This is an optimization exercise on Yosys and OpenROAD, whose aim is small area and few clock cycles, not a production implementation. At most, simulation tests tie the RTL to the original design; equivalence was not proved. The RTL of run 2 was laid out without a check of its function. Power figures rest on the tool's default switching activity, not on a simulated workload.

<file path="flow/run.sh">
#!/bin/bash
# synth_recipe.tcl (not shown) runs the flow's synth.tcl, then flattens the netlist and writes it again
# the make line also repeats each setting of config.mk as NAME=value (left out here)
make -C /OpenROAD-flow-scripts/flow DESIGN_CONFIG=/design/flow/config.mk WORK_HOME=/design/flow/orfs CLKGATE_MAP_FILE= SYNTH_SCRIPT=/design/flow/synth_recipe.tcl finish
</file>
<file path="flow/config.mk">
export PLATFORM = sky130hd
export DESIGN_NAME = klb_tx
export DESIGN_NICKNAME = klb_tx
export VERILOG_FILES = /design/flow/design.v
export SDC_FILE = /design/flow/constraint.sdc
export NUM_CORES = 4
export LEC_CHECK = 0
export CAP_MARGIN = 20
export CORE_MARGIN = 2
export CORE_UTILIZATION = 40
export SLEW_MARGIN = 20
</file>
<file path="flow/constraint.sdc">
create_clock -name core_clock -period 8.0 [get_ports {clk}]
set_input_delay 1.6000 -clock core_clock [delete_from_list [all_inputs] [get_ports {clk}]]
set_output_delay 1.6000 -clock core_clock [all_outputs]
set_load 0.01 [all_outputs]
</file>
<file path="flow/design.v">
module klb_tx (
    input  wire        clk,
    input  wire        rst,              
    input  wire        in_valid,
    input  wire [7:0]  in_data,
    output wire        in_ready,
    output wire        out_valid,
    output wire [7:0]  out_data,
    output wire        out_last,         
    input  wire        out_ready,
    output wire [31:0] keyup_delay_us,
    output reg  [7:0]  persistence,
    output reg  [7:0]  slot_time,
    output reg  [7:0]  tx_tail,
    output reg  [15:0] framing_errors,
    output reg  [7:0]  overflow_errors
);
    localparam [7:0] FEND  = 8'hC0;
    localparam [7:0] FESC  = 8'hDB;
    localparam [7:0] TFEND = 8'hDC;
    localparam [7:0] TFESC = 8'hDD;
    localparam [7:0]  KEYUP_DEFAULT_ARG = 8'd5;    
    localparam [7:0]  PERSIST_DEFAULT   = 8'd63;
    localparam [7:0]  SLOTTIME_DEFAULT  = 8'd10;
    localparam [7:0]  TXTAIL_DEFAULT    = 8'd2;
    reg        in_frame;     
    reg        esc;
    reg        have_cmd;
    reg  [3:0] cmd;
    reg        flag;         
    reg  [7:0] acc;          
    wire [2:0] q = acc[7:5];
    wire [4:0] r = acc[4:0];
    wire       is_data    = (cmd == 4'h0);
    wire       frame_full = (q == 3'd4) && (r == 5'd8);   
    reg  [7:0] mem [0:127];
    reg  [7:0] fill_m1;      
    reg        act;          
    reg  [1:0] os;           
    reg  [2:0] cd;           
    reg  [4:0] lr;           
    reg  [4:0] bc;           
    localparam PD = 3;
    reg  [7:0] pdq [0:PD-1];
    reg  [3:0] pcnt;
    wire       pend = (pcnt != 4'd0);
    wire       pfull = (pcnt == PD);
    wire is_fend = (in_data == FEND);
    wire is_fesc = (in_data == FESC);
    wire dec_valid = in_frame && !is_fend &&
                     (esc ? (in_data == TFEND || in_data == TFESC) : !is_fesc);
    wire dec_error = in_frame && !is_fend && esc &&
                     !(in_data == TFEND || in_data == TFESC);
    wire [7:0] dec_byte = esc ? (in_data[0] ? FESC : FEND) : in_data;
    wire pay_state = in_frame && have_cmd && is_data && !flag;
    wire rd = act && out_ready && (os == 2'd2);
    wire blk_end  = (os == 2'd2) ? (bc == 5'd1) : (os == 2'd1) && (bc == 5'd0);
    wire fin      = act && out_ready && blk_end && (cd == 3'd0);
    wire closing  = in_frame && is_fend && have_cmd && is_data && !flag;
    wire stall_full = pay_state && !frame_full && (fill_m1 == 8'd127) && !rd;
    wire stall_pend = closing && pfull && !fin;
    assign in_ready = !(stall_full || stall_pend);
    wire accept = in_valid && in_ready;
    wire wr     = accept && pay_state && dec_valid && !frame_full;
    wire ovf    = accept && pay_state && dec_valid && frame_full;
    wire commit = accept && closing;
    integer i;
    always @(posedge clk) begin
        if (wr) begin
            mem[0] <= dec_byte;
            for (i = 1; i < 128; i = i + 1)
                mem[i] <= mem[i-1];
        end
    end
    always @(posedge clk) begin
        if (rst)
            fill_m1 <= 8'hFF;
        else if (ovf)
            fill_m1 <= 8'hFF;
        else if (wr && !rd)
            fill_m1 <= fill_m1 + 8'd1;
        else if (rd && !wr)
            fill_m1 <= fill_m1 - 8'd1;
    end
    reg [7:0] keyup_arg;
    always @(posedge clk) begin
        if (rst) begin
            in_frame        <= 1'b0;
            esc             <= 1'b0;
            have_cmd        <= 1'b0;
            cmd             <= 4'd0;
            flag            <= 1'b0;
            acc             <= 8'd0;
            keyup_arg       <= KEYUP_DEFAULT_ARG;
            persistence     <= PERSIST_DEFAULT;
            slot_time       <= SLOTTIME_DEFAULT;
            tx_tail         <= TXTAIL_DEFAULT;
            framing_errors  <= 16'd0;
            overflow_errors <= 8'd0;
        end else if (accept) begin
            if (!in_frame) begin
                if (is_fend) begin
                    in_frame <= 1'b1;
                    esc      <= 1'b0;
                    have_cmd <= 1'b0;
                    flag     <= 1'b0;
                    acc      <= 8'd0;
                end else begin
                    framing_errors <= framing_errors + 16'd1;
                end
            end else if (is_fend) begin
                in_frame <= 1'b0;
                if (esc)
                    framing_errors <= framing_errors + 16'd1;
                if (have_cmd) begin
                    case (cmd)
                    4'h0: if (flag) overflow_errors <= overflow_errors + 8'd1;
                    4'h1: if (flag) keyup_arg   <= acc;
                    4'h2: if (flag) persistence <= acc;
                    4'h3: if (flag) slot_time   <= acc;
                    4'h4: if (flag) tx_tail     <= acc;
                    4'hF: begin
                        keyup_arg   <= KEYUP_DEFAULT_ARG;
                        persistence <= PERSIST_DEFAULT;
                        slot_time   <= SLOTTIME_DEFAULT;
                        tx_tail     <= TXTAIL_DEFAULT;
                    end
                    default: ;
                    endcase
                end
            end else begin
                if (dec_error)
                    framing_errors <= framing_errors + 16'd1;
                esc <= !esc && is_fesc;
                if (dec_valid) begin
                    if (!have_cmd) begin
                        have_cmd <= 1'b1;
                        cmd      <= dec_byte[3:0];
                    end else if (!is_data) begin
                        if (!flag) begin
                            flag <= 1'b1;
                            acc  <= dec_byte;
                        end
                    end else if (!flag) begin
                        if (frame_full)
                            flag <= 1'b1;
                        else if (r == 5'd29)
                            acc <= {q + 3'd1, 5'd0};
                        else
                            acc <= {q, r + 5'd1};
                    end
                end
            end
        end
    end
    assign keyup_delay_us = keyup_arg * 32'd10000;
    wire [4:0] blen = (cd != 3'd0) ? 5'd30 : lr;
    wire take = !act || fin;             
    wire pop  = take && pend;
    wire push = commit && !(take && !pend);
    integer j;
    always @(posedge clk) begin
        if (rst) begin
            act  <= 1'b0;
            os   <= 2'd0;
            cd   <= 3'd0;
            lr   <= 5'd0;
            bc   <= 5'd0;
            pcnt <= 4'd0;
        end else begin
            if (act && out_ready) begin
                case (os)
                2'd0: begin
                    os <= 2'd1;
                    bc <= blen;
                end
                2'd1: begin
                    if (bc != 5'd0) os <= 2'd2;
                end
                default: begin
                    bc <= bc - 5'd1;
                    if (bc == 5'd1) begin
                        os <= 2'd0;
                        cd <= cd - 3'd1;
                    end
                end
                endcase
            end
            if (take) begin
                if (pend) begin
                    act <= 1'b1;
                    os  <= 2'd0;
                    {cd, lr} <= pdq[0];
                end else if (commit) begin
                    act <= 1'b1;
                    os  <= 2'd0;
                    {cd, lr} <= acc;
                end else begin
                    act <= 1'b0;
                end
            end
            if (push && !pop) pcnt <= pcnt + 4'd1;
            else if (pop && !push) pcnt <= pcnt - 4'd1;
        end
    end
    always @(posedge clk) begin
        for (j = 0; j < PD; j = j + 1) begin
            if (pop) begin
                if (push && j == pcnt - 1) pdq[j] <= acc;
                else if (j < PD - 1) pdq[j] <= pdq[j+1];
            end else if (push && j == pcnt)
                pdq[j] <= acc;
        end
    end
    reg [7:0] out_byte;
    always @(*) begin
        case (os)
        2'd0:    out_byte = {3'd0, blen} + 8'd1;
        2'd1:    out_byte = {5'd0, cd};
        default: out_byte = mem[fill_m1[6:0]];
        endcase
    end
    assign out_valid = act;
    assign out_data  = out_byte;
    assign out_last  = blk_end;
endmodule
</file>
==> flow_metrics.tcl, run 1 <==
set metrics [dict create \
    postCtsSetupRepairBufs 0 \
    synth_cell_types 89 \
    synth.top_cell.area_share_pct 68.1 \
    clock_skew_ns 0.0479 \
    gr-total-overflow 0 \
    drv_slew 0 \
    routedWlPerCell_um 32.2 \
    path_clk_slew_ns 0.06 \
    cts_sinks 1148 \
    worstHoldPathType "flip-flop to flip-flop" \
    root_buffer "clkbuf_16" \
    synth_top_cells_by_count "edfxtp_1, a22oi_1, nor2_1" \
    fin_crit_ns 7.34 \
    cts_tree "yes" \
    cts_buffers 113 \
    synthCells 3039 \
    die_area_sq_um 118000 \
    drive_above_1_share_pct 10.9 \
    setup.worst_path.end_class "output pin" \
    route.detailed.drc 0 \
    coreArea_sq_um 115000 \
    start_util_pct 40.3 \
    yosys-top-cells-area "edfxtp_1, dfxtp_1, a22oi_1" \
    setup_viol 0 \
    fin_setup_tns_ns 0 \
    worstHoldStart "mem[51][5]" \
    ctsLongestPathBuffers 3 \
    die_y_um 344 \
    post-synth-top-count-cell "edfxtp_1" \
    dpl-instance-area_sq_um 49000 \
    ios 103 \
    drt-pass1-iter-count 7 \
    syn_avg_cell_area_sq_um 15.2 \
    antenna_found_initial 5 \
    grt_usage_pct 25.5 \
    required_ns 6.40 \
    reg2reg_from "fill_m1[0]" \
    ys.flop_type "edfxtp_1" \
    final_util_pct 46.2 \
    worstMarginPinSlew_ns 1.23 \
    leakagePower_nw 15.2 \
    drv_cap 0 \
    dp_cells 4526 \
    syn_to_final_growth_pct 14.4 \
    fp.dieW_um 344 \
    routed_wl_um 153000 \
    max_stage_delay_ns 1.18 \
    via_count 30400 \
    fmax_ghz 0.136 \
    synth.ff_latch_count 1148 \
    final_nets 3221 \
    first_global_vias 29200 \
    drt_iter0_drc 5462 \
    place_congestion 0.959 \
    status "complete, no violations" \
    syn-cell-area_sq_um 46200 \
    path_cells "nand4bb_1 > nor2_1 > a22oi_1 > nand4_1 > or3_1 > nor4_1 > a221oi_1 > clkdlybuf4s50_1" \
    holdBufCountCts 0 \
    hold_viol_final 0 \
    setup.worst_path.start_class "flip-flop" \
    rsz0062_at_grt "no" \
    grt_pass1_wl_um 215000 \
    critPathMaxFanout 28 \
    ys_seq_area_share_pct 72.5 \
    numPortBuffers 88 \
    h-tree-depth 3 \
    path_class "flip-flop to output pin" \
    slew_headroom_pct 18.0 \
    max-vdd-ir-drop_mv 0.184 \
    rows 124 \
    crit_path_start "fill_m1[0]" \
    p_per_area_nw_per_um2 244 \
    yosysTopAreaCell "edfxtp_1" \
    synth_edf_count 1048 \
    async_reset_ff_share_pct 0 \
    viasPerCell 6.42 \
    cts_resized 0 \
    worst_path_max_delay_cell "nor2_1" \
    dp.final_hpwl_um 97800 \
    fin_hold_ws_ns 0.432 \
    ys_warn_count 3 \
    fin_area_sq_um 52800 \
    arrival_ns 5.74 \
    fin_crit_sh_pct 91.8 \
    antenna_left 0 \
    final_cells 4737 \
    clock_latency_ns 0.74 \
    grt_max_degree 185 \
]
## per-stage QoR
stage	setup slack [ns]	total power, mW
after detailed placement	1.39	7.42
after global placement	1.40	7.41
after CTS	0.617	12.9
after floorplan	-30.52	7.15
final	0.658	12.9
after global routing	0.522	13.3
## path summary, 6_finish.rpt
| path | endpoint | slack (ns) | depth (start not counted) |
|---|---|---|---|
| max | out_data[2] | 0.66 | 8 |
| min | mem[52][5] | 0.43 | 0 |
| max reg2reg | fill_m1[7] | 2.85 | 16 |
| min reg2reg | mem[52][5] | 0.43 | 0 |
## power breakdown
group / switching, mW / leakage [nW] / total (mW) / internal, mW
registers: 0.0523 / 8.10 / 6.59 / 6.54
clock network: 2.37 / 1.85 / 5.59 / 3.22
logic: 0.435 / 5.25 / 0.710 / 0.276
total: 2.86 / 15.2 / 12.9 / 10.0
## sequential cells by signal, indices dropped and copies added (netlist names), 2 cells and up
signal / count
mem: 1024
pdq: 24
framing_errors: 16
acc: 8
fill_m1: 8
keyup_arg: 8
overflow_errors: 8
persistence: 8
slot_time: 8
tx_tail: 8
bc: 5
lr: 5
cmd: 4
pcnt: 4
cd: 3
os: 2
## critical path: cells and delay by family, from the launching register on
| family | cells | cell delay [ns] |
|---|---|---|
| AOI/OAI and AO/OA | 2 | 0.86 |
| buffers and inverters | 1 | 0.67 |
| DFF | 1 | 0.81 |
| and+or+nand+nor | 5 | 2.68 |
## cell usage in the layout, fill, tap and decap left out, types with 62 or more instances in the layout
cell type / count
ha_1: 62
clkdlybuf4s50_1: 87
buf_4: 84
nor2_1: 158
a32oi_1: 72
dfxtp_1: 96
edfxtp_1: 1048
a22oi_1: 227
o22ai_1: 75
nand3_1: 151
nand2_1: 100
mux2i_1: 63
clkbuf_16: 115
## cell type report
cell class | count | area (sq um)
tap | 1512 | 1890
timing repair buffer | 180 | 1650
fill | 10000 | 61700
clock inverter | 78 | 895
sequential | 1148 | 33500
inverter | 60 | 228
antenna | 3 | 7.51
multi-input combinational | 1627 | 11800
clock buffer | 129 | 2940
## cells by family after synthesis
kind of cell	Yosys count	synth area share, %
AOI/OAI and AO/OA	704	11.5
xor gates and xnor gates	40	0.759
adders and majority gates	79	2.37
buffers and inverters	277	2.73
DFF	1148	72.5
muxes	83	1.85
other	1	0.00812
and+or+nand+nor	707	8.34
## per-layer routing
layer	GRT usage, %	wire [um]	vias to the layer above
met4	11.5	7910	6
met5	0	34	-
li1	-	-	12400
met3	8.75	21900	452
met2	36.1	64300	2428
met1	35.2	58500	15100
Testbench counts, summed over its fixed seeds: cycles 21,123.
==> inputs of run 2 (changes only) <==
--- a/flow/design.v
+++ b/flow/design.v
@@ -25,2 +25,6 @@
     localparam [7:0]  TXTAIL_DEFAULT    = 8'd2;
+    localparam WB = 2;              
+    localparam W  = 1 << WB;             
+    localparam NR = 128 / W;             
+    localparam PD = 3;             
     reg        in_frame;     
@@ -35,4 +39,6 @@
     wire       frame_full = (q == 3'd4) && (r == 5'd8);   
-    reg  [7:0] mem [0:127];
-    reg  [7:0] fill_m1;      
+    reg  [8*W-1:0] row [0:NR-1];
+    reg  [NR-1:0]  rv;           
+    reg  [WB-1:0]  wpos;         
+    reg  [WB-1:0]  rpos;         
     reg        act;          
@@ -42,20 +48,29 @@
     reg  [4:0] bc;           
-    localparam PD = 3;
+    wire is_fend = (in_data == FEND);
+    wire is_fesc = (in_data == FESC);
+    wire is_tfx  = (in_data == TFEND) || (in_data == TFESC);
+    wire dec_valid = in_frame && !is_fend && (esc ? is_tfx : !is_fesc);
+    wire dec_error = in_frame && !is_fend && esc && !is_tfx;
+    wire [7:0] dec_byte = esc ? (in_data[0] ? FESC : FEND) : in_data;
+    wire pay_state = in_frame && have_cmd && is_data && !flag;
+    wire head_ok  = rv[NR-1];
+    wire rd       = act && out_ready && (os == 2'd2) && head_ok;
+    wire blk_end  = (os == 2'd2) ? (bc == 5'd1) : (os == 2'd1) && (bc == 5'd0);
+    wire fin      = act && out_ready && blk_end && (cd == 3'd0) &&
+                    ((os != 2'd2) || head_ok);
+    wire pay_last = (bc == 5'd1) && ((cd == 3'd0) || ((cd == 3'd1) && (lr == 5'd0)));
+    wire pop      = rd && ((rpos == W-1) || pay_last);
+    reg  [NR-1:0] go;
+    integer k;
+    always @(*) begin
+        go[NR-1] = !rv[NR-1] || pop;
+        for (k = NR-2; k >= 0; k = k - 1)
+            go[k] = !rv[k] || go[k+1];
+    end
+    wire closing  = in_frame && is_fend && have_cmd && is_data && !flag;
     reg  [7:0] pdq [0:PD-1];
     reg  [3:0] pcnt;
-    wire       pend = (pcnt != 4'd0);
+    wire       pend  = (pcnt != 4'd0);
     wire       pfull = (pcnt == PD);
-    wire is_fend = (in_data == FEND);
-    wire is_fesc = (in_data == FESC);
-    wire dec_valid = in_frame && !is_fend &&
-                     (esc ? (in_data == TFEND || in_data == TFESC) : !is_fesc);
-    wire dec_error = in_frame && !is_fend && esc &&
-                     !(in_data == TFEND || in_data == TFESC);
-    wire [7:0] dec_byte = esc ? (in_data[0] ? FESC : FEND) : in_data;
-    wire pay_state = in_frame && have_cmd && is_data && !flag;
-    wire rd = act && out_ready && (os == 2'd2);
-    wire blk_end  = (os == 2'd2) ? (bc == 5'd1) : (os == 2'd1) && (bc == 5'd0);
-    wire fin      = act && out_ready && blk_end && (cd == 3'd0);
-    wire closing  = in_frame && is_fend && have_cmd && is_data && !flag;
-    wire stall_full = pay_state && !frame_full && (fill_m1 == 8'd127) && !rd;
+    wire stall_full = pay_state && !frame_full && !go[0];
     wire stall_pend = closing && pfull && !fin;
@@ -68,6 +83,28 @@
     always @(posedge clk) begin
-        if (wr) begin
-            mem[0] <= dec_byte;
-            for (i = 1; i < 128; i = i + 1)
-                mem[i] <= mem[i-1];
+        if (wr)
+            row[0][8*wpos +: 8] <= dec_byte;
+        for (i = 1; i < NR; i = i + 1)
+            if (go[i])
+                row[i] <= row[i-1];
+    end
+    always @(posedge clk) begin
+        if (rst || ovf) begin
+            rv   <= {NR{1'b0}};
+            wpos <= {WB{1'b0}};
+        end else begin
+            for (i = 1; i < NR; i = i + 1)
+                if (go[i])
+                    rv[i] <= rv[i-1];
+            if (wr) begin
+                wpos <= wpos + 1'b1;
+                if (wpos == W-1)
+                    rv[0] <= 1'b1;
+                else if (go[1])
+                    rv[0] <= 1'b0;
+            end else if (commit && wpos != 0) begin
+                rv[0] <= 1'b1;
+                wpos  <= {WB{1'b0}};
+            end else if (go[1]) begin
+                rv[0] <= 1'b0;
+            end
         end
@@ -76,9 +113,7 @@
         if (rst)
-            fill_m1 <= 8'hFF;
-        else if (ovf)
-            fill_m1 <= 8'hFF;
-        else if (wr && !rd)
-            fill_m1 <= fill_m1 + 8'd1;
-        else if (rd && !wr)
-            fill_m1 <= fill_m1 - 8'd1;
+            rpos <= {WB{1'b0}};
+        else if (pop)
+            rpos <= {WB{1'b0}};
+        else if (rd)
+            rpos <= rpos + 1'b1;
     end
@@ -158,4 +193,4 @@
     wire take = !act || fin;             
-    wire pop  = take && pend;
-    wire push = commit && !(take && !pend);
+    wire pop_d  = take && pend;
+    wire push_d = commit && !(take && !pend);
     integer j;
@@ -180,6 +215,8 @@
                 default: begin
-                    bc <= bc - 5'd1;
-                    if (bc == 5'd1) begin
-                        os <= 2'd0;
-                        cd <= cd - 3'd1;
+                    if (head_ok) begin
+                        bc <= bc - 5'd1;
+                        if (bc == 5'd1) begin
+                            os <= 2'd0;
+                            cd <= cd - 3'd1;
+                        end
                     end
@@ -201,4 +238,4 @@
             end
-            if (push && !pop) pcnt <= pcnt + 4'd1;
-            else if (pop && !push) pcnt <= pcnt - 4'd1;
+            if (push_d && !pop_d) pcnt <= pcnt + 4'd1;
+            else if (pop_d && !push_d) pcnt <= pcnt - 4'd1;
         end
@@ -207,6 +244,6 @@
         for (j = 0; j < PD; j = j + 1) begin
-            if (pop) begin
-                if (push && j == pcnt - 1) pdq[j] <= acc;
+            if (pop_d) begin
+                if (push_d && j == pcnt - 1) pdq[j] <= acc;
                 else if (j < PD - 1) pdq[j] <= pdq[j+1];
-            end else if (push && j == pcnt)
+            end else if (push_d && j == pcnt)
                 pdq[j] <= acc;
@@ -219,6 +256,6 @@
         2'd1:    out_byte = {5'd0, cd};
-        default: out_byte = mem[fill_m1[6:0]];
+        default: out_byte = row[NR-1][8*rpos +: 8];
         endcase
     end
-    assign out_valid = act;
+    assign out_valid = act && ((os != 2'd2) || head_ok);
     assign out_data  = out_byte;
--- a/flow/config.mk
+++ b/flow/config.mk
@@ -9,3 +9,5 @@
 export CORE_MARGIN = 2
-export CORE_UTILIZATION = 40
+export CORE_UTILIZATION = 65
+export CTS_BUF_LIST = sky130_fd_sc_hd__clkbuf_8
+export CTS_CLUSTER_SIZE = 30
 export SLEW_MARGIN = 20
==> run 2 against run 1 <==
  * Still clean on timing, DRC and antenna
  * Flip-flop and latch count up 28
  * Setup slack gained 0.39 ns
  * Hold slack worse by 0.038 ns
  * First-iteration DRC count shrank 82%
  * Die area is 46% lower
  * Sequential power rose by 2%
  * Critical path type unchanged
  * Highest routed layer is now met4
==> flow_metrics.tcl, run 2 <==
set metrics [dict create \
    status "complete, no violations" \
    drt-pass1-iter-count 5 \
    worstHoldPathType "flip-flop to flip-flop" \
    grt_pass1_wl_um 93300 \
    drt_iter0_drc 976 \
    fin_crit_sh_pct 86.9 \
    coreArea_sq_um 61500 \
    fin_area_sq_um 45100 \
    fin_setup_tns_ns 0 \
    setup_viol 0 \
    post-place-ws_ns 1.55 \
    clock_latency_ns 0.79 \
    drive_above_1_share_pct 11.5 \
    root_buffer "clkbuf_8" \
    path_clk_slew_ns 0.06 \
    clock_skew_ns 0.0315 \
    synth.ff_latch_count 1176 \
    yosysTopAreaCell "edfxtp_1" \
    die_area_sq_um 63900 \
    dp.final_hpwl_um 38200 \
    postCtsSetupRepairBufs 0 \
    routed_wl_um 59500 \
    ys_seq_area_share_pct 84.6 \
    required_ns 6.40 \
    synth.top_cell.area_share_pct 78.2 \
    cts_tree "yes" \
    antenna_left 0 \
    ios 103 \
    fmax_ghz 0.144 \
    synth_top_cells_by_count "edfxtp_1, dfxtp_1, nor2_1" \
    final_nets 2457 \
    post-synth-top-count-cell "edfxtp_1" \
    largest_reg_flops 1024 \
    layout_commonest_cell "edfxtp_1" \
    path_delay_family "adder cells" \
    holdBufCountCts 0 \
    grt_max_degree 65 \
    worst_path_max_delay_cell "fa_1" \
    rows 91 \
    fin_ws_ns 1.05 \
    max-vdd-ir-drop_mv 0.151 \
    critPathBufInv 3 \
    numPortBuffers 88 \
    path_class "flip-flop to output pin" \
    viasPerCell 5.49 \
    rsz0062_at_grt "no" \
    place_congestion 0.842 \
    final_cell_mix "edfxtp_1, clkbuf_8, inv_1" \
    dpl-instance-area_sq_um 42100 \
    cpMostUsedCell "ha_1" \
    path_cells "ha_1 > ha_1 > inv_1 > fa_1 > fa_1 > inv_1 > ha_1 > a21o_1 > a21oi_1 > o21ai_0 > nand3_1 > a21oi_1 > a2111oi_0 > xnor2_1 > clkdlybuf4s50_1" \
    reg.largest.list "row x1024, rv x32, pdq x24" \
    cts_sinks 1176 \
    h-tree-depth 4 \
    grt_usage_pct 18.9 \
    drv_cap 0 \
    start_util_pct 65.5 \
    ys_warn_count 3 \
    regMostFlops "row" \
    ctsLongestPathBuffers 3 \
    drv_slew 0 \
    routedWlPerCell_um 18.1 \
    fp.dieW_um 253 \
    max_stage_delay_ns 0.61 \
    syn_avg_cell_area_sq_um 18.9 \
    syn_to_final_growth_pct 12.2 \
    cts_buffers 173 \
    synth_cell_types 72 \
    fin_crit_ns 6.95 \
    async_reset_ff_share_pct 0 \
    hold_viol_final 0 \
    gr-total-overflow 0 \
    die_y_um 253 \
    synthCells 2130 \
    leakagePower_nw 15.3 \
    setup.worst_path.start_class "flip-flop" \
    synth_edf_count 1048 \
    ys.flop_type "edfxtp_1" \
    slew_headroom_pct 28.5 \
    route.detailed.drc 0 \
    syn-cell-area_sq_um 40200 \
    setup.worst_path.end_class "output pin" \
    first_global_vias 17800 \
    critPathMaxFanout 6 \
    antenna_found_initial 1 \
    worstMarginPinSlew_ns 1.07 \
    yosys-top-cells-area "edfxtp_1, dfxtp_1, ha_1" \
    arrival_ns 5.35 \
    via_count 18000 \
    fin_hold_ws_ns 0.394 \
    cts_resized 0 \
    p_per_area_nw_per_um2 255 \
]
[run 2: per-layer routing]
metal	part of all wire, %	routed length [um]	vias to the layer above	global-route usage [%]
li1	-	-	8572	-
met5	0	0	-	0
met2	50	29700	444	31.2
met3	4.7	2780	88	3.94
met4	2.3	1350	0	8.54
met1	43	25600	8918	24.6
[run 2: layout make-up]
type | instances | area (sq um)
Multi-Input combinational cell | 784 | 5500
Timing Repair Buffer | 120 | 1120
Inverter | 113 | 424
Fill cell | 3705 | 16300
Clock inverter | 116 | 542
Sequential cell | 1176 | 34000
Antenna cell | 1 | 2.50
Tap cell | 790 | 988
Clock buffer | 184 | 2530
[run 2: worst paths after layout]
check             slack [ns]         start                  to  depth (start not counted)
setup reg to reg        3.19       rpos[0]             pcnt[3]                         13
setup / recovery        1.05  keyup_arg[3]  keyup_delay_us[19]                         15
hold reg to reg         0.39   row[21][29]         row[22][29]                          0
hold / removal          0.39   row[21][29]         row[22][29]                          0
[run 2: report_power, final]
part	internal, mW	switching [mW]	total [mW]
Sequential	6.68	0.0624	6.75
Clock	2.13	2.08	4.21
Combinational	0.230	0.311	0.541
[run 2: kinds of logic after synthesis]
group | Yosys count | share of synthesized area [%]
DFF | 1176 | 84.6
and+or+nand+nor | 387 | 4.92
AOI/OAI and AO/OA | 211 | 3.38
buffers and inverters | 183 | 1.93
adders and majority gates | 77 | 2.64
muxes | 58 | 1.75
xor gates and xnor gates | 37 | 0.805
other | 1 | 0.00932
[run 2: per-stage QoR]
stage	util (%)	power [mW]	cells
global placement	68.4	7.39	2982
detailed placement	68.4	7.41	2983
global route	73.4	12.0	3284
CTS	73.4	11.6	3283
finish	73.4	11.5	3284
floorplan	-	7.23	2143
==> inputs of run 3 (changes only) <==
--- a/flow/design.v
+++ b/flow/design.v
@@ -25,3 +25,3 @@
     localparam [7:0]  TXTAIL_DEFAULT    = 8'd2;
-    localparam WB = 2;              
+    localparam WB = 3;              
     localparam W  = 1 << WB;             
--- a/flow/config.mk
+++ b/flow/config.mk
@@ -9,5 +9,3 @@
 export CORE_MARGIN = 2
-export CORE_UTILIZATION = 65
-export CTS_BUF_LIST = sky130_fd_sc_hd__clkbuf_8
-export CTS_CLUSTER_SIZE = 30
+export CORE_UTILIZATION = 40
 export SLEW_MARGIN = 20
==> run 3 against run 2 <==
  * Cell count up 14%
  * Wire length down 1.9%
  * Sequential power down 1%
  * Register-to-register slack better by 0.48 ns
  * Critical path depth unchanged
  * Critical path type unchanged
  * Largest power group unchanged
==> flow_metrics.tcl, run 3 <==
set metrics [dict create \
    holdBufCountCts 0 \
    drive_above_1_share_pct 10.7 \
    synth.top_cell.area_share_pct 78.0 \
    cpMostUsedCell "ha_1" \
    synth.ff_latch_count 1162 \
    place_congestion 0.827 \
    timing.rr.end "row[0][46]" \
    ctsLongestPathBuffers 3 \
    rsz0062_at_grt "no" \
    rrSetupSlack_ns 3.67 \
    routed_wl_um 58300 \
    synthCells 2179 \
    synth_edf_count 1048 \
    post-place-ws_ns 1.84 \
    gr-total-overflow 0 \
    fin_crit_ns 6.93 \
    drt-pass1-iter-count 5 \
    yosysTopAreaCell "edfxtp_1" \
    leakagePower_nw 16.5 \
    reg.largest.list "row x1024, pdq x24" \
    syn-cell-area_sq_um 40400 \
    final_cell_mix "edfxtp_1, nand2_1, dfxtp_1" \
    first_global_vias 17600 \
    postCtsSetupRepairBufs 0 \
    clock_skew_ns 0.0541 \
    slew_headroom_pct 18.2 \
    setup_viol 0 \
    ys_warn_count 3 \
    max_stage_delay_ns 0.61 \
    path_cells "ha_1 > ha_1 > inv_1 > fa_1 > fa_1 > inv_1 > ha_1 > a21o_1 > a21oi_1 > o21ai_0 > nand3_1 > a21oi_1 > a2111oi_0 > xnor2_1 > clkdlybuf4s50_1" \
    clock_latency_ns 0.68 \
    arrival_ns 5.33 \
    dp.final_hpwl_um 40000 \
    layout_commonest_cell "edfxtp_1" \
    route.detailed.drc 0 \
    crit_end "keyup_delay_us[19]" \
    via_count 17500 \
    worst_path_max_delay_cell "fa_1" \
    rows 116 \
    fmax_ghz 0.144 \
    setup.worst_path.start_class "flip-flop" \
    syn_to_final_growth_pct 14.7 \
    setup.worst_path.end_class "output pin" \
    routedWlPerCell_um 15.6 \
    max-vdd-ir-drop_mv 0.181 \
    ff2ff_path_depth 8 \
    crit_path_start "keyup_arg[3]" \
    syn_avg_cell_area_sq_um 18.5 \
    yosys-top-cells-area "edfxtp_1, dfxtp_1, ha_1" \
    antenna_left 0 \
    status "complete, no violations" \
    fp.dieW_um 322 \
    drv_slew 0 \
    ys_seq_area_share_pct 83.6 \
    path_clk_slew_ns 0.07 \
    grt_max_degree 77 \
    final_nets 2439 \
    fin_setup_tns_ns 0 \
    viasPerCell 4.71 \
    numPortBuffers 88 \
    worstMarginPinSlew_ns 1.22 \
    final_util_pct 46.3 \
    hold_viol_final 0 \
    ys.flop_type "edfxtp_1" \
    reg2reg_from "os[1]" \
    post-synth-top-count-cell "edfxtp_1" \
    async_reset_ff_share_pct 0 \
    h-tree-depth 3 \
    fin_hold_ws_ns 0.390 \
    regMostFlops "row" \
    critPathMaxFanout 6 \
    start_util_pct 40.4 \
    cts_sinks 1162 \
    fin_crit_sh_pct 86.7 \
    ios 103 \
    grt_pass1_wl_um 94900 \
    synth_top_cells_by_count "edfxtp_1, nand2_1, dfxtp_1" \
    drv_cap 0 \
    largest_reg_flops 1024 \
    grt_usage_pct 11.4 \
    synth_cell_types 78 \
    p_per_area_nw_per_um2 264 \
    path_class "flip-flop to output pin" \
    root_buffer "clkbuf_16" \
    fin_ws_ns 1.07 \
    coreArea_sq_um 100000 \
    die_area_sq_um 103000 \
    antenna_found_initial 0 \
    die_y_um 322 \
    cts_tree "yes" \
    cts_buffers 110 \
    required_ns 6.40 \
    worstHoldPathType "flip-flop to flip-flop" \
    num_antenna_cells 0 \
    drt_iter0_drc 1006 \
    cts_resized 0 \
]
==> run 3: worst min path at each step <==
| stage | start | end | cells past startpoint |
|---|---|---|---|
| floorplan | row[9][0] | row[10][0] | 0 |
| global placement | row[14][19] | row[15][19] | 0 |
| detailed placement | row[9][31] | row[10][31] | 0 |
| CTS | row[2][58] | row[3][58] | 0 |
| global route | row[2][42] | row[3][42] | 0 |
| finish | row[2][58] | row[3][58] | 0 |
==> run 3: per-stage QoR <==
step / instance area, sq um / power, mW / std cells
2_1_floorplan: 40400 / 7.16 / 2192
3_5_place_dp: 42700 / 7.37 / 3530
6_report: 46300 / 12.2 / 3729
4_1_cts: 46300 / 12.4 / 3729
5_1_grt: 46300 / 12.7 / 3729
3_3_place_gp: 42700 / 7.36 / 3530
==> run 3: cell families after synthesis <==
group,Yosys count,share of synthesized area (%)
xor gates and xnor gates,37,0.803
muxes,53,1.87
DFF,1162,83.6
buffers and inverters,153,1.73
other,1,0.00929
adders and majority gates,83,2.81
AOI/OAI and AO/OA,255,3.86
and+or+nand+nor,435,5.30
==> run 3: final cells by class <==
type | count | area [sq um]
clock buffer | 129 | 2850
clock inverter | 70 | 727
fill | 8222 | 53700
inverter | 82 | 308
multi-input combinational | 877 | 5990
sequential | 1162 | 33800
tap | 1298 | 1620
timing repair buffer | 111 | 1050
==> run 3: critical path, delay by kind of cell (launching register included) <==
| family | cells | cell delay [ns] |
|---|---|---|
| and+or+nand+nor | 1 | 0.14 |
| xor gates and xnor gates | 1 | 0.19 |
| DFF | 1 | 0.50 |
| AOI/OAI and AO/OA | 5 | 1.17 |
| buffers and inverters | 3 | 0.68 |
| adders and majority gates | 5 | 1.98 |
==> run 3: power breakdown <==
| group | total (mW) | internal, mW | switching [mW] |
|---|---|---|---|
| clock network | 4.99 | 2.88 | 2.11 |
| logic | 0.577 | 0.222 | 0.354 |
| registers | 6.67 | 6.61 | 0.0640 |
==> run 3: layer usage <==
| metal | part of all wire, % | track usage (%) | vias up |
|---|---|---|---|
| li1 | - | - | 8625 |
| met1 | 45 | 15.4 | 8427 |
| met2 | 47 | 18.0 | 350 |
| met3 | 4.0 | 2.26 | 145 |
| met4 | 4.0 | 5.34 | 0 |
| met5 | 0 | 0 | - |
Testbench counts of run 3, summed over its fixed seeds: cycles 21,233.
==> inputs of run 4 (changes only) <==
--- a/flow/design.v
+++ b/flow/design.v
@@ -25,3 +25,3 @@
     localparam [7:0]  TXTAIL_DEFAULT    = 8'd2;
-    localparam WB = 3;              
+    localparam WB = 2;              
     localparam W  = 1 << WB;             
@@ -71,4 +71,4 @@
     reg  [7:0] pdq [0:PD-1];
-    reg  [3:0] pcnt;
-    wire       pend  = (pcnt != 4'd0);
+    reg  [1:0] pcnt;
+    wire       pend  = (pcnt != 2'd0);
     wire       pfull = (pcnt == PD);
@@ -190,3 +190,5 @@
     end
-    assign keyup_delay_us = keyup_arg * 32'd10000;
+    wire [10:0] karg7   = {keyup_arg, 3'd0} - {3'd0, keyup_arg};
+    wire [17:0] karg625 = {1'b0, keyup_arg, 9'd0} + {3'd0, karg7, 4'd0} + {10'd0, keyup_arg};
+    assign keyup_delay_us = {10'd0, karg625, 4'd0};
     wire [4:0] blen = (cd != 3'd0) ? 5'd30 : lr;
@@ -203,3 +205,3 @@
             bc   <= 5'd0;
-            pcnt <= 4'd0;
+            pcnt <= 2'd0;
         end else begin
@@ -238,4 +240,4 @@
             end
-            if (push_d && !pop_d) pcnt <= pcnt + 4'd1;
-            else if (pop_d && !push_d) pcnt <= pcnt - 4'd1;
+            if (push_d && !pop_d) pcnt <= pcnt + 2'd1;
+            else if (pop_d && !push_d) pcnt <= pcnt - 2'd1;
         end
--- a/flow/config.mk
+++ b/flow/config.mk
@@ -9,3 +9,6 @@
 export CORE_MARGIN = 2
-export CORE_UTILIZATION = 40
+export CORE_UTILIZATION = 65
+export CTS_BUF_LIST = sky130_fd_sc_hd__clkbuf_16
+export CTS_CLUSTER_DIAMETER = 100
+export CTS_CLUSTER_SIZE = 30
 export SLEW_MARGIN = 20
==> run 4 against run 3 <==
  * Largest power group unchanged
  * Critical endpoint is now keyup_delay_us[20]
  * Power down 23%
  * Area after synthesis fell by 1.4%
  * Maximum frequency up 11%
  * Setup slack better by 0.70 ns
  * Global-route usage increased by 6.0 points
  * Flip-flop and latch count up 12
  * Cell area down 7.2%
  * Clock skew down 0.023 ns
  * Still clean on timing, DRC and antenna
  * Utilization grew 25 points
==> flow_metrics.tcl, run 4 <==
set metrics [dict create \
    switching_share_pct 17.8 \
    holdBufCountCts 0 \
    via_count 16800 \
    grt_usage_pct 17.4 \
    drv_slew 0 \
    grt_pass1_wl_um 86600 \
    antenna_left 0 \
    syn_to_final_growth_pct 7.89 \
    required_ns 6.40 \
    ys.flop_type "edfxtp_1" \
    p_per_area_nw_per_um2 218 \
    critPathMaxFanout 5 \
    ios 103 \
    place_congestion 0.804 \
    ys_warn_count 3 \
    combPwrFrac_pct 0.5 \
    syn-cell-area_sq_um 39800 \
    yosys-top-cells-area "edfxtp_1, dfxtp_1, ha_1" \
    p_switching_mw 1.67 \
    hold_viol_final 0 \
    final_nets 2259 \
    setup_viol 0 \
    regMostFlops "row" \
    viasPerCell 5.58 \
    clock_skew_ns 0.0311 \
    rows 90 \
    synth_cell_types 79 \
    path_class "flip-flop to output pin" \
    numPortBuffers 88 \
    route.detailed.drc 0 \
    fmax_ghz 0.160 \
    fin_crit_sh_pct 78.0 \
    ctsLongestPathBuffers 3 \
    synth_edf_count 1048 \
    worstHoldPathType "flip-flop to flip-flop" \
    layout_commonest_cell "edfxtp_1" \
    seqPwrFrac_pct 70.1 \
    status "complete, no violations" \
    setup.worst_path.start_class "flip-flop" \
    first_global_vias 16700 \
    reg.largest.list "row x1024, rv x32, pdq x24" \
    largest_reg_flops 1024 \
    drv_cap 0 \
    worstMarginPinSlew_ns 1.03 \
    multi_input_area_sq_um 5160 \
    cts_buffers 46 \
    regArea_sq_um 34000 \
    antenna_found_initial 0 \
    async_reset_ff_share_pct 0 \
    n_fill_cell 3734 \
    grt_max_degree 107 \
    ys_seq_area_share_pct 85.4 \
    p_int_mw 7.69 \
    routed_wl_um 54900 \
    arrival_ns 4.64 \
    root_buffer "clkbuf_16" \
    routedWlPerCell_um 18.3 \
    die_area_sq_um 63200 \
    slew_headroom_pct 31.1 \
    setup.worst_path.end_class "output pin" \
    start_util_pct 65.8 \
    synth_top_cells_by_count "edfxtp_1, dfxtp_1, nor2_1" \
    die_y_um 251 \
    fin_setup_tns_ns 0 \
    drive_above_1_share_pct 6.52 \
    fp.dieW_um 251 \
    postCtsSetupRepairBufs 0 \
    fin_crit_ns 6.24 \
    path_clk_slew_ns 0.10 \
    cts_resized 0 \
    gr-total-overflow 0 \
    h-tree-depth 2 \
    rsz0062_at_grt "no" \
    syn_avg_cell_area_sq_um 19.0 \
    drt_iter0_drc 1093 \
    synth.ff_latch_count 1174 \
    max-vdd-ir-drop_mv 0.193 \
    cts_tree "yes" \
    cts_sinks 1174 \
    yosysTopAreaCell "edfxtp_1" \
    power_frac_clock_pct 29.3 \
    clock_latency_ns 0.63 \
    synthCells 2094 \
    post-synth-top-count-cell "edfxtp_1" \
    coreArea_sq_um 60500 \
    dp.final_hpwl_um 36700 \
    finalPower_mw 9.36 \
    leakagePower_nw 15.1 \
    num_antenna_cells 0 \
    synth.top_cell.area_share_pct 79.0 \
    drt-pass1-iter-count 7 \
    final_cell_mix "edfxtp_1, dfxtp_1, nor2_1" \
]
[run 4: path summary, 6_finish.rpt]
path                             end  cells after the start  slack, ns          from
setup / recovery  keyup_delay_us[20]                     15       1.76  keyup_arg[3]
hold / removal            row[13][1]                      0       0.41    row[12][1]
setup reg to reg           pdq[1][5]                      8       4.19       rpos[0]
hold reg to reg           row[13][1]                      0       0.41    row[12][1]
[run 4: logic make-up after synthesis]
kind of cell    after synthesis  synth area share, %
compound gates              195                 3.38
fa+ha+maj                    40                 1.28
mux                          76                 2.23
flops                      1174                 85.4
other cells                   1              0.00942
simple gates                407                 5.12
xor+xnor                     37                0.814
buf+inv                     164                 1.79
[run 4: worst max-delay path, stage by stage, from the launching register on]
cell	delay (ns)
dfxtp_1	0.46
inv_1	0.07
ha_1	0.31
and3b_1	0.19
o21a_1	0.18
o21a_1	0.17
nor2_1	0.16
o21bai_1	0.10
a2111oi_0	0.60
xnor2_1	0.14
ha_1	0.31
inv_1	0.05
a2111oi_0	0.39
o21ai_0	0.17
xnor2_1	0.16
clkdlybuf4s50_1	0.56
[run 4: through the flow]
step | setup slack [ns] | area, sq um | cells | util (%) | hold slack [ns]
floorplan | 1.51 | 39900 | 2107 | - | 0.400
global placement | 2.18 | 41600 | 2940 | 68.8 | 0.400
detailed placement | 2.12 | 41600 | 2941 | 68.8 | 0.405
CTS | 1.76 | 43000 | 3006 | 71.0 | 0.413
global route | 1.39 | 43000 | 3006 | 71.0 | 0.418
finish | 1.76 | 43000 | 3006 | 71.0 | 0.414
[run 4: final cells by class]
| class | instances | area share, % |
|---|---|---|
| Timing Repair Buffer | 120 | 2.62 |
| Clock inverter | 17 | 0.326 |
| Tap cell | 782 | 2.28 |
| Multi-Input combinational cell | 769 | 12.0 |
| Clock buffer | 48 | 2.80 |
| Sequential cell | 1174 | 79.1 |
| Inverter | 96 | 0.839 |
[run 4: layer usage]
| metal | GRT usage, % | wire length (um) |
|---|---|---|
| met1 | 23.2 | 24000 |
| met2 | 30.3 | 27700 |
| met3 | 2.06 | 1660 |
| met4 | 5.73 | 1510 |
| met5 | 0 | 0 |
[run 4: power by group through the flow]
stage          Clock, mW  Combinational, mW  Sequential [mW]
6_report            2.75             0.0500             6.57
5_1_grt             3.04             0.0539             6.57
4_1_cts             2.87             0.0497             6.57
3_5_place_dp           0             0.0497             6.71
3_3_place_gp           0             0.0481             6.71
2_1_floorplan          0             0.0347             6.71
Testbench counts of run 4, summed over its fixed seeds: cycles 21,136.
==> inputs of run 5 (changes only) <==
--- a/flow/config.mk
+++ b/flow/config.mk
@@ -10,5 +10,5 @@
 export CORE_UTILIZATION = 65
-export CTS_BUF_LIST = sky130_fd_sc_hd__clkbuf_16
-export CTS_CLUSTER_DIAMETER = 100
-export CTS_CLUSTER_SIZE = 30
+export CTS_BUF_LIST = sky130_fd_sc_hd__clkbuf_8
+export CTS_CLUSTER_DIAMETER = 80
+export CTS_CLUSTER_SIZE = 16
 export SLEW_MARGIN = 20
==> run 5 against run 4 <==
  * Setup slack worse by 0.079 ns
  * Cell count is 1.8% higher
  * Clock-buffer cell count is 38 higher
  * Die area stayed put
  * Cell area hardly changed
  * Power is 0.90% lower
  * Register-to-register slack hardly changed
  * Area after synthesis stayed put
  * Wire length is 0.82% higher
  * Critical path type unchanged
  * Largest power group unchanged
==> flow_metrics.tcl, run 5 <==
set metrics [dict create \
    worstHoldPathCells 0 \
    ys_seq_area_share_pct 85.4 \
    fin_crit_ns 6.32 \
    leakagePower_nw 15.2 \
    synth_fa_ha_area_share_pct 1.28 \
    fin_ws_ns 1.68 \
    status "complete, no violations" \
    gr-total-overflow 0 \
    routedWlPerCell_um 18.1 \
    syn_to_final_growth_pct 7.91 \
    fin_crit_sh_pct 79.0 \
    synthCells 2094 \
    p_per_area_nw_per_um2 216 \
    drv_slew 0 \
    antenna_found_initial 1 \
    ys.flop_type "edfxtp_1" \
    antenna_left 0 \
    path_class "flip-flop to output pin" \
    synth_edf_count 1048 \
    layout_commonest_cell "edfxtp_1" \
    required_ns 6.40 \
    reg.largest.list "row x1024, rv x32, pdq x24" \
    start_util_pct 65.8 \
    clock_skew_ns 0.0261 \
    path_clk_slew_ns 0.09 \
    critPathMaxFanout 5 \
    hold_viol_final 0 \
    rows 90 \
    syn_avg_cell_area_sq_um 19.0 \
    max_stage_delay_ns 0.60 \
    routed_wl_um 55400 \
    syn-cell-area_sq_um 39800 \
    cts_buffers 83 \
    synth_top_cells_by_count "edfxtp_1, dfxtp_1, nor2_1" \
    holdBufCountCts 0 \
    synth.top_cell.area_share_pct 79.0 \
    yosys.area_share.xor_xnor_pct 0.814 \
    yosys-top-cells-area "edfxtp_1, dfxtp_1, ha_1" \
    cts_tree "yes" \
    largest_reg_flops 1024 \
    numPortBuffers 88 \
    fin_area_sq_um 43000 \
    final_cells 3060 \
    drive_above_1_share_pct 8.08 \
    fp.dieW_um 251 \
    place_congestion 0.804 \
    finalPower_mw 9.28 \
    post-place-ws_ns 2.12 \
    first_global_vias 16900 \
    drt-pass1-iter-count 5 \
    ctsLongestPathBuffers 3 \
    fmax_ghz 0.158 \
    slew_headroom_pct 30.0 \
    rsz0062_at_grt "no" \
    cts_sinks 1174 \
    worstHoldPathType "flip-flop to flip-flop" \
    viasPerCell 5.54 \
    arrival_ns 4.72 \
    die_y_um 251 \
    grt_max_degree 107 \
    setup.worst_path.end_class "output pin" \
    drt_iter0_drc 909 \
    coreArea_sq_um 60500 \
    ios 103 \
    clock_latency_ns 0.69 \
    root_buffer "clkbuf_8" \
    ys_warn_count 3 \
    setup_viol 0 \
    rrSetupSlack_ns 4.19 \
    n_fill_cell 3728 \
    dpl-instance-area_sq_um 41600 \
    synth_mux_area_share_pct 2.23 \
    yosys.area_share.simple_pct 5.12 \
    fin_setup_tns_ns 0 \
    path_cells "inv_1 > ha_1 > and3b_1 > o21a_1 > o21a_1 > nor2_1 > o21bai_1 > a2111oi_0 > xnor2_1 > ha_1 > inv_1 > a2111oi_0 > o21ai_0 > xnor2_1 > clkdlybuf4s50_1" \
    synth_cell_types 79 \
    setup.worst_path.start_class "flip-flop" \
    yosysTopAreaCell "edfxtp_1" \
    async_reset_ff_share_pct 0 \
    synth.ff_latch_count 1174 \
    final_util_pct 71.0 \
    fin_hold_ws_ns 0.409 \
    via_count 16900 \
    cts_resized 0 \
    grt_pass1_wl_um 87600 \
    ff2ff_path_depth 8 \
    regMostFlops "row" \
    max-vdd-ir-drop_mv 0.151 \
    dp.final_hpwl_um 36700 \
    die_area_sq_um 63200 \
    route.detailed.drc 0 \
    worstMarginPinSlew_ns 1.05 \
    synth-compound-area-share_pct 3.38 \
    final_nets 2296 \
    worst_path_max_delay_cell "a2111oi_0" \
    dp_cells 2941 \
    h-tree-depth 3 \
    postCtsSetupRepairBufs 0 \
    grt_usage_pct 17.7 \
    synth_top_family_by_area "simple AND/OR/NAND/NOR gates" \
    drv_cap 0 \
    post-synth-top-count-cell "edfxtp_1" \
    final_cell_mix "edfxtp_1, dfxtp_1, nor2_1" \
]
run 5: cell counts after synthesis:
No cell type changed its count.
run 5: cells by family after synthesis:
| logic type | Yosys count |
|---|---|
| other | 1 |
| AO/OA/AOI/OAI | 195 |
| AND/OR/NAND/NOR | 407 |
| adder cells (fa/ha/maj) | 40 |
| multiplexers | 76 |
| flip-flops | 1174 |
| buffers and inverters | 164 |
| XOR/XNOR | 37 |
run 5: where the power goes:
group	total, mW	internal, mW	switching, mW
Sequential	6.57	6.56	0.00183
Combinational	0.0498	0.0160	0.0337
Clock	2.66	0.998	1.66
run 5: layer usage:
| metal | track usage (%) | wire (um) |
|---|---|---|
| met3 | 3.06 | 1890 |
| met5 | 0 | 0 |
| met4 | 6.36 | 1690 |
| met2 | 30.2 | 27600 |
| met1 | 23.4 | 24200 |
run 5: final timing paths:
check | from | end
setup / recovery | keyup_arg[3] | keyup_delay_us[20]
setup reg to reg | rpos[0] | pdq[1][5]
hold reg to reg | row[15][26] | row[16][26]
hold / removal | row[15][26] | row[16][26]
run 5: layout make-up:
cell class / count / area [sq um] / share of cell area (%)
clock buffer: 86 / 1180 / 2.75
antenna: 1 / 2.50 / 0.00582
tap: 782 / 978 / 2.28
sequential: 1174 / 34000 / 79.1
inverter: 96 / 360 / 0.839
clock inverter: 32 / 160 / 0.373
timing repair buffer: 120 / 1120 / 2.62
multi-input combinational: 769 / 5160 / 12.0
run 5: worst max-delay path: cells and delay by family (launching register included):
| family | cells | cell delay, ns |
|---|---|---|
| compound gates | 6 | 1.61 |
| fa+ha+maj | 2 | 0.62 |
| buf+inv | 3 | 0.68 |
| simple gates | 2 | 0.35 |
| xor+xnor | 2 | 0.30 |
| flops | 1 | 0.46 |
==> inputs of run 6 (changes only) <==
==> flow/flow/run.sh (new file) <==
#!/bin/bash
# The standard layout (the standard.sh, unchanged synthesis, floorplan,
# power grid and routing) with two changes:
#  - the port buffers use the smallest buffer, sky130_fd_sc_hd__buf_1;
#  - clock tree synthesis inserts no dummy loads.
# make's full output goes to flow_make.log in this folder; the tools' own
# logs stay under orfs/logs/.
set -euo pipefail
bash standard.sh \
  "BUFFER_PORTS_ARGS=-buffer_cell sky130_fd_sc_hd__buf_1" \
  "CTS_ARGS=-sink_clustering_enable -repair_clock_nets -sink_clustering_size 16 -sink_clustering_max_diameter 80 -buf_list sky130_fd_sc_hd__clkbuf_8 -dont_use_dummy_load" \
  finish > flow_make.log 2>&1
==> flow/standard.sh (new file) <==
#!/bin/bash
# synth_recipe.tcl (not shown) runs the flow's synth.tcl, then flattens the netlist and writes it again
# the make line also repeats each setting of config.mk as NAME=value (left out here)
make -C /OpenROAD-flow-scripts/flow DESIGN_CONFIG=/design/flow/config.mk WORK_HOME=/design/flow/orfs CLKGATE_MAP_FILE= SYNTH_SCRIPT=/design/flow/synth_recipe.tcl "${@:-finish}"
removed: flow/run.sh
==> run 6 against run 5 <==
  * Sequential share of layout area rose by 1.5 points
  * Global-route usage fell by 0.41 points
  * Critical path depth did not move
  * Critical endpoint unchanged
  * Setup slack improved by 0.43 ns
  * Utilization fell by 1.3 points
  * Cell count fell by 1.3%
  * Largest cell class unchanged
  * Maximum frequency rose by 7.2%
  * Via count barely moved
==> flow_metrics.tcl, run 6 <==
set metrics [dict create \
    fmax_ghz 0.170 \
    leakagePower_nw 14.8 \
    grt_usage_pct 17.3 \
    routedWlPerCell_um 18.1 \
    fin_crit_sh_pct 73.6 \
    drt_iter0_drc 1163 \
    largest_reg_flops 1024 \
    start_util_pct 65.8 \
    gr-total-overflow 0 \
    antenna_left 0 \
    final_nets 2292 \
    final_cells 3020 \
    reg.largest.list "row x1024, rv x32, pdq x24" \
    regMostFlops "row" \
    dpl-instance-area_sq_um 41000 \
    antenna_found_initial 0 \
    cts_buffers 83 \
    path_clk_slew_ns 0.10 \
    grt_max_degree 107 \
    fin_setup_tns_ns 0 \
    yosys.area_share.simple_pct 5.12 \
    critPathMaxFanout 5 \
    via_count 16900 \
    syn-cell-area_sq_um 39800 \
    final_util_pct 69.8 \
    routed_wl_um 54600 \
    max_stage_delay_ns 0.52 \
    rsz0062_at_grt "no" \
    fin_area_sq_um 42200 \
    synthCells 2094 \
    setup.worst_path.start_class "flip-flop" \
    ys_warn_count 3 \
    route.detailed.drc 0 \
    drt-pass1-iter-count 5 \
    synth.ff_latch_count 1174 \
    path_class "flip-flop to output pin" \
    rrSetupSlack_ns 3.86 \
    syn_avg_cell_area_sq_um 19.0 \
    final_cell_mix "edfxtp_1, dfxtp_1, nor2_1" \
    clock_latency_ns 0.68 \
    async_reset_ff_share_pct 0 \
    cts_sinks 1174 \
    p_per_area_nw_per_um2 217 \
    slew_headroom_pct 28.0 \
    synth_top_cells_by_count "edfxtp_1, dfxtp_1, nor2_1" \
    place_congestion 0.835 \
    arrival_ns 4.29 \
    postCtsSetupRepairBufs 0 \
    coreArea_sq_um 60500 \
    clock_skew_ns 0.0592 \
    num_antenna_cells 0 \
    worstHoldPathType "flip-flop to flip-flop" \
    post-synth-top-count-cell "edfxtp_1" \
    required_ns 6.40 \
    numPortBuffers 88 \
    status "complete, no violations" \
    synth-compound-area-share_pct 3.38 \
    holdBufCountCts 0 \
    root_buffer "clkbuf_8" \
    yosys-top-cells-area "edfxtp_1, dfxtp_1, ha_1" \
    yosysTopAreaCell "edfxtp_1" \
    path_cells "inv_1 > ha_1 > and3b_1 > o21a_1 > o21a_1 > nor2_1 > o21bai_1 > a2111oi_0 > xnor2_1 > ha_1 > inv_1 > a2111oi_0 > o21ai_0 > xnor2_1 > buf_1" \
    fp.dieW_um 251 \
    ctsLongestPathBuffers 3 \
    h-tree-depth 3 \
    hold_viol_final 0 \
    cts_tree "yes" \
    grt_pass1_wl_um 85700 \
    ios 103 \
    synth_mux_area_share_pct 2.23 \
    ys_seq_area_share_pct 85.4 \
    fin_crit_ns 5.89 \
    worst_path_max_delay_cell "a2111oi_0" \
    cts_resized 0 \
    yosys.area_share.xor_xnor_pct 0.814 \
    synth_fa_ha_area_share_pct 1.28 \
    max-vdd-ir-drop_mv 0.148 \
    die_y_um 251 \
    dp_cells 2937 \
    drive_above_1_share_pct 7.69 \
    setup_viol 0 \
    synth_top_family_by_area "simple AND/OR/NAND/NOR gates" \
    dp.final_hpwl_um 36200 \
    viasPerCell 5.61 \
    layout_commonest_cell "edfxtp_1" \
    synth_cell_types 79 \
    path_delay_family "compound AO/OA/AOI/OAI gates" \
    ys.flop_type "edfxtp_1" \
    setup.worst_path.end_class "output pin" \
    synth_edf_count 1048 \
    drv_cap 0 \
    rows 90 \
    syn_to_final_growth_pct 5.95 \
    die_area_sq_um 63200 \
    drv_slew 0 \
    first_global_vias 16700 \
    synth.top_cell.area_share_pct 79.0 \
    critPathBufInv 3 \
    worstMarginPinSlew_ns 1.08 \
]
[run 6: cell counts after synthesis]
Identical to the previous run, type by type.
[run 6: final timing paths]
path	start	end	depth (start not counted)
max	keyup_arg[3]	keyup_delay_us[20]	15
min	row[23][21]	row[24][21]	0
max reg2reg	os[1]	rv[0]	8
min reg2reg	row[23][21]	row[24][21]	0
[run 6: cells by family after synthesis]
family,Yosys count
AOI/OAI and AO/OA,195
xor gates and xnor gates,37
adders and majority gates,40
buffers and inverters,164
DFF,1174
muxes,76
other,1
and+or+nand+nor,407
[run 6: worst register-to-register path, stage by stage (launching register included)]
cell	delay (ns)
dfxtp_1	1.05
o2111ai_1	0.31
o21a_1	0.37
inv_2	0.75
nor4_1	0.27
nor3b_2	0.25
buf_4	0.43
mux2_2	0.41
o21a_1	0.16
[run 6: report_power, final]
group          switching, mW  internal, mW
registers            0.00171          6.56
clock network           1.60         0.933
logic                 0.0339        0.0114
total                   1.64          7.51
[run 6: layer usage]
metal	track usage, %	routed length (um)	vias up
li1	-	-	8127
met1	22.3	23200	8384
met2	29.9	27400	334
met3	3.35	2330	92
met4	6.04	1610	0
met5	0	0	-
[run 6: layout make-up]
class	instances	area, sq um
timing repair buffer	116	542
sequential	1174	34000
fill	3724	18300
clock buffer	83	1140
inverter	96	360
multi-input combinational	769	5170
tap	782	978
[run 6: through the flow]
stage / hold slack, ns / power, mW / setup WS, ns
finish: 0.375 / 9.15 / 2.11
CTS: 0.371 / 9.29 / 2.03
detailed placement: 0.405 / 6.75 / 2.33
floorplan: 0.400 / 6.74 / 1.51
global route: 0.377 / 9.48 / 1.59
global placement: 0.400 / 6.75 / 2.42
==> inputs of run 7 (changes only) <==
--- a/flow/config.mk
+++ b/flow/config.mk
@@ -7,2 +7,3 @@
 export LEC_CHECK = 0
+export ABC_AREA = 1
 export CAP_MARGIN = 20
==> run 7 against run 6 <==
  * Still clean on timing, DRC and antenna
  * Clock skew fell by 0.010 ns
  * Die area is 0.28% lower
  * Clock power hardly changed
  * Area after synthesis is 0.29% lower
  * Cell count increased by 6.4%
  * Register-to-register slack worse by 1.3 ns
  * First-iteration DRC count increased by 2.7%
  * Hold slack improved by 0.0082 ns
  * Non-clock buffer count rose by 2
  * Global-route usage increased by 0.63 points
  * Largest cell class unchanged
  * Highest routed layer unchanged
==> flow_metrics.tcl, run 7 <==
set metrics [dict create \
    layout_commonest_cell "edfxtp_1" \
    drv_slew 0 \
    syn_avg_cell_area_sq_um 17.5 \
    first_global_vias 17300 \
    postCtsSetupRepairBufs 0 \
    routed_wl_um 55800 \
    p_per_area_nw_per_um2 216 \
    rsz0062_at_grt "no" \
    ys_warn_count 3 \
    ios 103 \
    drt-pass1-iter-count 6 \
    worstMarginPinSlew_ns 0.914 \
    dp.final_hpwl_um 37700 \
    path_clk_slew_ns 0.09 \
    synth.top_cell.area_share_pct 79.3 \
    final_cell_mix "edfxtp_1, nand2_1, inv_1" \
    gr-total-overflow 0 \
    setup.worst_path.start_class "primary input" \
    reg.largest.list "row x1024, rv x32, pdq x24" \
    viasPerCell 5.42 \
    critPathMaxFanout 34 \
    clock_skew_ns 0.0491 \
    largest_reg_flops 1024 \
    post-synth-top-count-cell "edfxtp_1" \
    fp.dieW_um 251 \
    synth_top_cells_by_count "edfxtp_1, nand2_1, inv_1" \
    antenna_found_initial 1 \
    drt_iter0_drc 1194 \
    grt_pass1_wl_um 88700 \
    final_nets 2484 \
    routedWlPerCell_um 17.4 \
    required_ns 6.40 \
    leakagePower_nw 15.3 \
    ys.flop_type "edfxtp_1" \
    ys_seq_area_share_pct 85.6 \
    max-vdd-ir-drop_mv 0.148 \
    numPortBuffers 88 \
    rows 90 \
    setup.worst_path.end_class "output pin" \
    grt_usage_pct 18.0 \
    hold_viol_final 0 \
    fmax_ghz 0.138 \
    h-tree-depth 3 \
    yosys-top-cells-area "edfxtp_1, dfxtp_1, nand2_1" \
    async_reset_ff_share_pct 0 \
    fin_crit_sh_pct 90.5 \
    grt_max_degree 64 \
    status "complete, no violations" \
    worstHoldPathType "flip-flop to flip-flop" \
    syn_to_final_growth_pct 6.31 \
    drive_above_1_share_pct 7.04 \
    cts_tree "yes" \
    holdBufCountCts 0 \
    cts_resized 0 \
    coreArea_sq_um 60400 \
    drv_cap 0 \
    synthCells 2270 \
    antenna_left 0 \
    setup_viol 0 \
    slew_headroom_pct 38.8 \
    fin_setup_tns_ns 0 \
    route.detailed.drc 0 \
    fin_crit_ns 7.24 \
    synth.ff_latch_count 1174 \
    ctsLongestPathBuffers 3 \
    start_util_pct 65.8 \
    syn-cell-area_sq_um 39700 \
    via_count 17400 \
    die_area_sq_um 63100 \
    path_class "primary input to output pin" \
    synth_edf_count 1048 \
    yosysTopAreaCell "edfxtp_1" \
    arrival_ns 5.64 \
    root_buffer "clkbuf_8" \
    place_congestion 0.865 \
    regMostFlops "row" \
    cts_sinks 1174 \
    cts_buffers 83 \
    synth_cell_types 53 \
    fin_hold_ws_ns 0.384 \
    clock_latency_ns 0.66 \
    die_y_um 251 \
]
run 7: changes by cell type after synthesis, sizes merged, moves of 13 or more:
cell    change
inv        +77
o21ai      +60
nand3      +16
nand2b     -31
mux2       -22
nor2b      -13
nor2       +39
a21oi      +79
mux2i      -46
o22ai      -15
xor2       +24
nand2     +158
xnor2      -19
nor3       -16
run 7: power by group:
part	total (mW)	leakage (nW)	switching [mW]	internal [mW]
registers	6.57	12.0	0.00163	6.56
logic	0.0407	2.69	0.0326	0.00812
clock network	2.53	0.597	1.60	0.933
total	9.14	15.3	1.63	7.51
run 7: final timing paths:
check             startpoint        end  slack (ns)  cells past startpoint
setup reg to reg       cd[0]  pdq[0][6]        2.54                     30
setup / recovery   out_ready   in_ready        0.76                     25
hold reg to reg    row[2][5]  row[3][5]        0.38                      0
hold / removal     row[2][5]  row[3][5]        0.38                      0
run 7: layer usage:
metal	vias to the layer above	track usage, %	part of all wire (%)
met3	111	3.54	4.1
met5	-	0	0
met1	8501	22.6	42
met2	336	31.3	51
met4	0	6.65	3.3
li1	8477	-	-
run 7: critical path, cell delays in order:
cell and delay, ns:
buf_1 0.14, nand2_8 0.11, nor3_4 0.05, nand2_2 0.12, nand4_4 0.10, nor2_4 0.17
nand4_4 0.12, nor2_4 0.15, nand4_4 0.10, nor2_4 0.16, nand4_4 0.10, nor2_4 0.15
nand4_4 0.10, nor2_4 0.15, nand4_4 0.07, buf_4 0.27, nor2_4 0.19, nand4_4 0.07
buf_4 0.27, nor2_4 0.23, nand3_4 0.39, nor2_4 0.29, nand3_4 0.17, a21boi_4 0.18
buf_1 0.16
run 7: logic make-up (layout without fill, tap and decap cells):
group,after synthesis,after routing,share of synthesized area [%]
DFF,1174,1174,85.6
and+or+nand+nor,507,507,5.82
AOI/OAI and AO/OA,273,273,3.86
buffers and inverters,233,380,2.48
xor gates and xnor gates,42,42,0.927
adders and majority gates,40,40,1.28
other,1,15,0.00945
run 7: layout make-up:
type	count	area [sq um]
antenna	1	2.50
clock buffer	83	1140
tap	782	978
inverter	179	673
sequential	1174	34000
fill	3899	18100
timing repair buffer	118	563
multi-input combinational	876	4860
run 7: metrics by stage:
stage               instance area, sq um  instances  power (mW)  util, %  setup slack (ns)
detailed placement                 41100       3129        6.75     68.0             0.663
floorplan                          39800       2283        6.74        -            -0.966
CTS                                42200       3212        9.27     69.9             0.648
global route                       42200       3213        9.48     69.9             0.336
global placement                   41000       3128        6.75     68.0             0.762
finish                             42200       3213        9.14     69.9             0.756

==> afterwards: timing with drivers on the ports <==
How much do the figures lean on ideal ports? The routed layouts below were timed once more, with nothing changed but the port constraints.
Step 1 (the two cells are an assumption about what drives the block):
set clk [get_ports {clk}]
set_driving_cell -lib_cell sky130_fd_sc_hd__clkbuf_16 $clk
set_driving_cell -lib_cell sky130_fd_sc_hd__buf_2 [delete_from_list [all_inputs] $clk]
Step 2 also shifts input and output timing later by t, the mid clock arrival at the registers, as if the neighbouring blocks saw the same clock.
Three values: ideal, step 1, step 2; two values: the first two.
run	shift t [ns]	setup slack, ns	worst data-port slew with drivers (ns)	cell pins on the clock port's net
run 1	0.784	0.658 / 0.587 / 1.371	0.08	1
run 2	0.828	1.052 / 0.994 / 1.481	0.04	1
run 3	0.713	1.066 / 1.003 / 1.716	0.05	1
run 4	0.669	1.761 / 1.702 / 2.055	0.05	1
run 5	0.736	1.683 / 1.626 / 2.067	0.05	1
run 6	0.704	2.109 / 2.053 / 2.295	0.05	1
run 7	0.695	0.756 / 0.735 / 0.735	0.03	1
After both steps every run listed still meets setup and hold. The setup slack of run 7, which loses most, moves by -0.021 ns with the drivers and by -0.021 ns with both steps.
